This is an optimization exercise on Yosys and OpenROAD, whose aim is small area, a short achievable clock period and few clock cycles per item, not a production implementation.
The RTL was checked by simulation tests, not by an equivalence proof against the original design.
Power is estimated from default activity; no workload was simulated.

## run a
==> flow/design.v (excerpt) <==
module meshcode_enc (
    input  wire         clk,
    input  wire         rst,
    input  wire         in_valid,
    output wire         in_ready,
    input  wire [63:0]  in_lat,
    input  wire [63:0]  in_long,
    input  wire [2:0]   in_level,
    output wire         out_valid,
    input  wire         out_ready,
    output wire [2:0]   out_err,
    output wire [63:0]  out_place,
    output wire [3:0]   out_len,
    output wire [103:0] out_mesh
);
==> module mc_dec3, before the edit <==
module mc_dec3 (
    input  wire [7:0] x,
    output wire       h,
    output wire [3:0] t,
    output wire [3:0] o
);
    reg [16:0] s;
    integer i;
    always @(*) begin
        s = {9'd0, x};
        for (i = 0; i < 8; i = i + 1) begin
            if (s[11:8] >= 4'd5)  s[11:8]  = s[11:8] + 4'd3;
            if (s[15:12] >= 4'd5) s[15:12] = s[15:12] + 4'd3;
            s = s << 1;
        end
    end
    assign o = s[11:8];
    assign t = s[15:12];
    assign h = s[16];
endmodule
export LEC_CHECK = 0
export CAP_MARGIN = 20
export CORE_MARGIN = 2
export CORE_UTILIZATION = 30
export PLACE_DENSITY = 0.5
export SLEW_MARGIN = 20
create_clock -name core_clock -period 20.0 [get_ports {clk}]
run.sh (not shown) runs the stock make flow with config.mk's settings and CLKGATE_MAP_FILE= SYNTH_SCRIPT=/design/flow/synth_recipe.tcl, a recipe that flattens the netlist after the stock synthesis.
Testbench counts of run a, summed over its fixed seeds: cycles 24,024, items 24,000.
The following lists how run b was set up differently from run a:
-- flow/design.v --
<<< run a, line 127
    output wire [3:0] o
);
    reg [16:0] s;
    integer i;
    always @(*) begin
        s = {9'd0, x};
        for (i = 0; i < 8; i = i + 1) begin
            if (s[11:8] >= 4'd5)  s[11:8]  = s[11:8] + 4'd3;
            if (s[15:12] >= 4'd5) s[15:12] = s[15:12] + 4'd3;
            s = s << 1;
        end
    end
    assign o = s[11:8];
    assign t = s[15:12];
    assign h = s[16];
endmodule
module mc_scale #(
>>> run b, line 127
    output wire [3:0] o
);
    wire [20:0] th;
    genvar k;
    generate
        for (k = 0; k < 21; k = k + 1) begin : g_th
            assign th[k] = (x >= 10 * k);
        end
    endgenerate
    wire [19:0] oh = th[19:0] & ~th[20:1];      
    assign h    = th[10];
    assign t[0] = oh[1] | oh[3] | oh[5] | oh[7] | oh[9] | oh[11] | oh[13] | oh[15] | oh[17] | oh[19];
    assign t[1] = oh[2] | oh[3] | oh[6] | oh[7] | oh[12] | oh[13] | oh[16] | oh[17];
    assign t[2] = oh[4] | oh[5] | oh[6] | oh[7] | oh[14] | oh[15] | oh[16] | oh[17];
    assign t[3] = oh[8] | oh[9] | oh[18] | oh[19];
    wire [4:0] s5 = x[7:4] + x[3:0];
    reg  [2:0] r5;
    always @(*) begin
        case (s5)
            5'd0, 5'd5, 5'd10, 5'd15, 5'd20, 5'd25, 5'd30: r5 = 3'd0;
            5'd1, 5'd6, 5'd11, 5'd16, 5'd21, 5'd26, 5'd31: r5 = 3'd1;
            5'd2, 5'd7, 5'd12, 5'd17, 5'd22, 5'd27:        r5 = 3'd2;
            5'd3, 5'd8, 5'd13, 5'd18, 5'd23, 5'd28:        r5 = 3'd3;
            default:                                       r5 = 3'd4;
        endcase
    end
    assign o = {1'b0, r5} + ((r5[0] ^ x[0]) ? 4'd5 : 4'd0);
endmodule
module mc_scale #(
Findings:
Against run a, run b comes in 1.6% lower on synthesized area.
Run a and run b all finish clean.
Compared with run a, in run b final cell area excluding filler cells went down; non-clock buffer count went down; wire length went down; layout multi-input combinational cell count went down; share of power burned in combinational logic went down.
Run b vs. run a: share of cell area taken by multi-input logic gates saw a decrease; sequential share of layout area saw an increase; register-to-register slack increased 0.12 ns.
Testbench counts of run b, summed over its fixed seeds: cycles 24,024, items 24,000.

Setup of red:
RTL: one of the versions met above, not the one the previous note started from.
Size: about 4,200 cells after synthesis, ~460 flip-flops, roughly 310 I/O pins, ~0.042 sq mm of cells after synthesis.
Design meshcode_enc, start of the top module:
module meshcode_enc (
    input  wire         clk,
    input  wire         rst,
    input  wire         in_valid,
    output wire         in_ready,
    input  wire [63:0]  in_lat,
    input  wire [63:0]  in_long,
    input  wire [2:0]   in_level,
    output wire         out_valid,
    input  wire         out_ready,
    output wire [2:0]   out_err,
    output wire [63:0]  out_place,
    output wire [3:0]   out_len,
    output wire [103:0] out_mesh
);
    reg v1, v2, vo, vs;
    reg rdy, ovq;                        
    wire go  = ~vs;                      
    wire oen = ~vo | out_ready;          
    assign in_ready  = rdy;
    assign out_valid = ovq;
    reg vo_n, vs_n;
    always @(*) begin
        vo_n = vo;
        vs_n = vs;
        if (vs) begin
            if (oen) begin
                vo_n = 1'b1;
                vs_n = 1'b0;
            end
        end else begin
            if (oen) vo_n = v2;
            else     vs_n = v2;
        end
    end
    always @(posedge clk) begin
        if (rst) begin
            v1  <= 1'b0;
            v2  <= 1'b0;
            vo  <= 1'b0;
            vs  <= 1'b0;
            ovq <= 1'b0;
            rdy <= 1'b1;
        end else begin
            if (go) begin
                v1 <= in_valid;
                v2 <= v1;
            end
            vo  <= vo_n;
            vs  <= vs_n;
            ovq <= vo_n;
            rdy <= ~vs_n;
        end
    end
    reg [63:0] lat, lon;
    reg [2:0]  level;
    always @(posedge clk) begin
        if (go) begin
            lat   <= in_lat;
            lon   <= in_long;
            level <= in_level;
        end
    end
    wire lat_big, lon_big;
    mc_ge #(.K(64'h4056800000000001)) u_rlat (.x({1'b0, lat[62:0]}), .ge(lat_big));
    mc_ge #(.K(64'h4066800000000001)) u_rlon (.x({1'b0, lon[62:0]}), .ge(lon_big));
    wire valid_a = ~lat_big & ~lon_big;
    wire xs_a    = lat[63] & (lat[62:0] != 63'd0);
    wire ys_a    = lon[63] & (lon[62:0] != 63'd0);
    wire [10:0] ea = lat[62:52];
    wire [10:0] eo = lon[62:52];
    wire [52:0] ma = {1'b1, lat[51:0]};
    wire [52:0] mo = {1'b1, lon[51:0]};
    wire [23:0] vha, vho;
    wire        ia, io;
  ...
==> module mc_dec3, before the edit <==
module mc_dec3 (
    input  wire [7:0] x,
    output wire       h,
    output wire [3:0] t,
    output wire [3:0] o
);
    wire [20:0] th;
    genvar k;
    generate
        for (k = 0; k < 21; k = k + 1) begin : g_th
            assign th[k] = (x >= 10 * k);
        end
    endgenerate
    wire [19:0] oh = th[19:0] & ~th[20:1];      
    assign h    = th[10];
    assign t[0] = oh[1] | oh[3] | oh[5] | oh[7] | oh[9] | oh[11] | oh[13] | oh[15] | oh[17] | oh[19];
    assign t[1] = oh[2] | oh[3] | oh[6] | oh[7] | oh[12] | oh[13] | oh[16] | oh[17];
    assign t[2] = oh[4] | oh[5] | oh[6] | oh[7] | oh[14] | oh[15] | oh[16] | oh[17];
    assign t[3] = oh[8] | oh[9] | oh[18] | oh[19];
    wire [4:0] s5 = x[7:4] + x[3:0];
    reg  [2:0] r5;
    always @(*) begin
        case (s5)
            5'd0, 5'd5, 5'd10, 5'd15, 5'd20, 5'd25, 5'd30: r5 = 3'd0;
            5'd1, 5'd6, 5'd11, 5'd16, 5'd21, 5'd26, 5'd31: r5 = 3'd1;
            5'd2, 5'd7, 5'd12, 5'd17, 5'd22, 5'd27:        r5 = 3'd2;
            5'd3, 5'd8, 5'd13, 5'd18, 5'd23, 5'd28:        r5 = 3'd3;
            default:                                       r5 = 3'd4;
        endcase
    end
    assign o = {1'b0, r5} + ((r5[0] ^ x[0]) ? 4'd5 : 4'd0);
endmodule
==> flow/config.mk <==
export PLATFORM = sky130hd
export DESIGN_NAME = meshcode_enc
export DESIGN_NICKNAME = meshcode_enc
export VERILOG_FILES = /design/flow/design.v
export SDC_FILE = /design/flow/constraint.sdc
export NUM_CORES = 4
export LEC_CHECK = 0
export CAP_MARGIN = 20
export CORE_MARGIN = 2
export CORE_UTILIZATION = 55
export PLACE_DENSITY = 0.65
export SLEW_MARGIN = 20
==> flow/constraint.sdc <==
create_clock -name core_clock -period 20.0 [get_ports {clk}]
set_input_delay 4.0000 -clock core_clock [delete_from_list [all_inputs] [get_ports {clk}]]
set_output_delay 4.0000 -clock core_clock [all_outputs]
set_load 0.01 [all_outputs]
standard.sh (not shown) runs the stock make flow with config.mk's settings and CLKGATE_MAP_FILE= SYNTH_SCRIPT=/design/flow/synth_recipe.tcl, a recipe that flattens the netlist after the stock synthesis.
==> flow/flow/run.sh <==
#!/bin/bash
set -euo pipefail
bash standard.sh \
  "BUFFER_PORTS_ARGS=-buffer_cell sky130_fd_sc_hd__buf_1" \
  "SETUP_SLACK_MARGIN=14.7" \
  "CTS_ARGS=-sink_clustering_enable -repair_clock_nets -dont_use_dummy_load -sink_clustering_size 30 -sink_clustering_max_diameter 80" \
  finish > flow_make.log 2>&1
Testbench counts of red, summed over its fixed seeds: cycles 24,024, items 24,000.
> inputs changed (red -> blue)
--- a/flow/design.v
+++ b/flow/design.v
@@ -125,33 +125,34 @@
     output wire       h,
     output wire [3:0] t,
     output wire [3:0] o
 );
-    wire [20:0] th;
-    genvar k;
-    generate
-        for (k = 0; k < 21; k = k + 1) begin : g_th
-            assign th[k] = (x >= 10 * k);
-        end
-    endgenerate
-    wire [19:0] oh = th[19:0] & ~th[20:1];      
-    assign h    = th[10];
-    assign t[0] = oh[1] | oh[3] | oh[5] | oh[7] | oh[9] | oh[11] | oh[13] | oh[15] | oh[17] | oh[19];
-    assign t[1] = oh[2] | oh[3] | oh[6] | oh[7] | oh[12] | oh[13] | oh[16] | oh[17];
-    assign t[2] = oh[4] | oh[5] | oh[6] | oh[7] | oh[14] | oh[15] | oh[16] | oh[17];
-    assign t[3] = oh[8] | oh[9] | oh[18] | oh[19];
-    wire [4:0] s5 = x[7:4] + x[3:0];
-    reg  [2:0] r5;
-    always @(*) begin
-        case (s5)
-            5'd0, 5'd5, 5'd10, 5'd15, 5'd20, 5'd25, 5'd30: r5 = 3'd0;
-            5'd1, 5'd6, 5'd11, 5'd16, 5'd21, 5'd26, 5'd31: r5 = 3'd1;
-            5'd2, 5'd7, 5'd12, 5'd17, 5'd22, 5'd27:        r5 = 3'd2;
-            5'd3, 5'd8, 5'd13, 5'd18, 5'd23, 5'd28:        r5 = 3'd3;
-            default:                                       r5 = 3'd4;
-        endcase
-    end
-    assign o = {1'b0, r5} + ((r5[0] ^ x[0]) ? 4'd5 : 4'd0);
+    wire [3:0] a = x[7:4];
+    wire [3:0] b = x[3:0];
+    wire [8:0] d16 =
+        (a == 4'd0)  ? {1'b0, 4'd0, 4'd0} :
+        (a == 4'd1)  ? {1'b0, 4'd1, 4'd6} :
+        (a == 4'd2)  ? {1'b0, 4'd3, 4'd2} :
+        (a == 4'd3)  ? {1'b0, 4'd4, 4'd8} :
+        (a == 4'd4)  ? {1'b0, 4'd6, 4'd4} :
+        (a == 4'd5)  ? {1'b0, 4'd8, 4'd0} :
+        (a == 4'd6)  ? {1'b0, 4'd9, 4'd6} :
+        (a == 4'd7)  ? {1'b1, 4'd1, 4'd2} :
+        (a == 4'd8)  ? {1'b1, 4'd2, 4'd8} :
+        (a == 4'd9)  ? {1'b1, 4'd4, 4'd4} :
+        (a == 4'd10) ? {1'b1, 4'd6, 4'd0} :
+        (a == 4'd11) ? {1'b1, 4'd7, 4'd6} :
+                       {1'b1, 4'd9, 4'd2};
+    wire       ah = d16[8];
+    wire [3:0] at = d16[7:4];
+    wire [3:0] ao = d16[3:0];
+    wire [4:0] os = {1'b0, ao} + {1'b0, b};              
+    wire [1:0] oc = (os >= 5'd20) ? 2'd2 : (os >= 5'd10) ? 2'd1 : 2'd0;
+    assign o = os[3:0] - (oc[1] ? 4'd4 : oc[0] ? 4'd10 : 4'd0);
+    wire [4:0] ts = {1'b0, at} + {3'd0, oc};              
+    wire       tc = (ts >= 5'd10);
+    assign t = tc ? ts[3:0] - 4'd10 : ts[3:0];
+    assign h = ah | tc;
 endmodule
 module mc_scale #(
     parameter        SUB = 0,        
     parameter        SH  = 4,
blue went all the way through synthesis, placement and routing and the layout is clean on timing, DRC and antenna. Area added between synthesis and finish, red and blue, lower one = red. Cmp blue vs red: setup slack higher in blue. STATUS synthesized area: blue wins against red. blue against red: path depth of the worst reg2reg path saw an increase, relative contribution of the clock network to total power saw a decrease, maximum number of pins on one net before global-route repair saw an increase. Compared to red, blue has total power 0.82% higher. In the metrics for red and blue, the one carrying the higher number of buffers created by CTS is red. Looking only at non-clock buffer instance count of the final layout, and setting everything else aside, the lower value of red and blue goes to red. Comparing red and blue, the lower share of the core filled with cells was measured on red.
Testbench counts of blue, summed over its fixed seeds: cycles 24,024, items 24,000.

==> re-timing with driven ports <==
The results above use ideal ports. As a check the final layouts listed here were re-extracted and re-timed, cells and wires unchanged. Step 1: set_driving_cell puts a clkbuf_16 on clk and a buf_2 on each other input, an assumption about the parent block. Step 2 adds t to the input delays and takes it off the output delays; t is the mean of the earliest and latest rising clock arrival at the registers after step 1. Input paths then give back, and output paths get back, about the clock's delay inside the block. a / b / c = ideal / step 1 / step 2; a / b = the first two.
run	t, ns	setup WS [ns]	worst setup path after step 2	worst slew at a driven data input, ns
run a	0.731	14.027 / 14.027 / 13.807	input to register	0.14
run b	0.742	14.143 / 14.143 / 13.731	input to register	0.14
red	0.682	14.665 / 14.597 / 14.240	input to register	0.16
blue	0.657	14.687 / 14.619 / 14.373	input to register	0.11
After both steps every run listed still meets setup and hold. The setup slack of red, which loses most, moves by -0.068 ns with the drivers and by -0.425 ns with both steps.
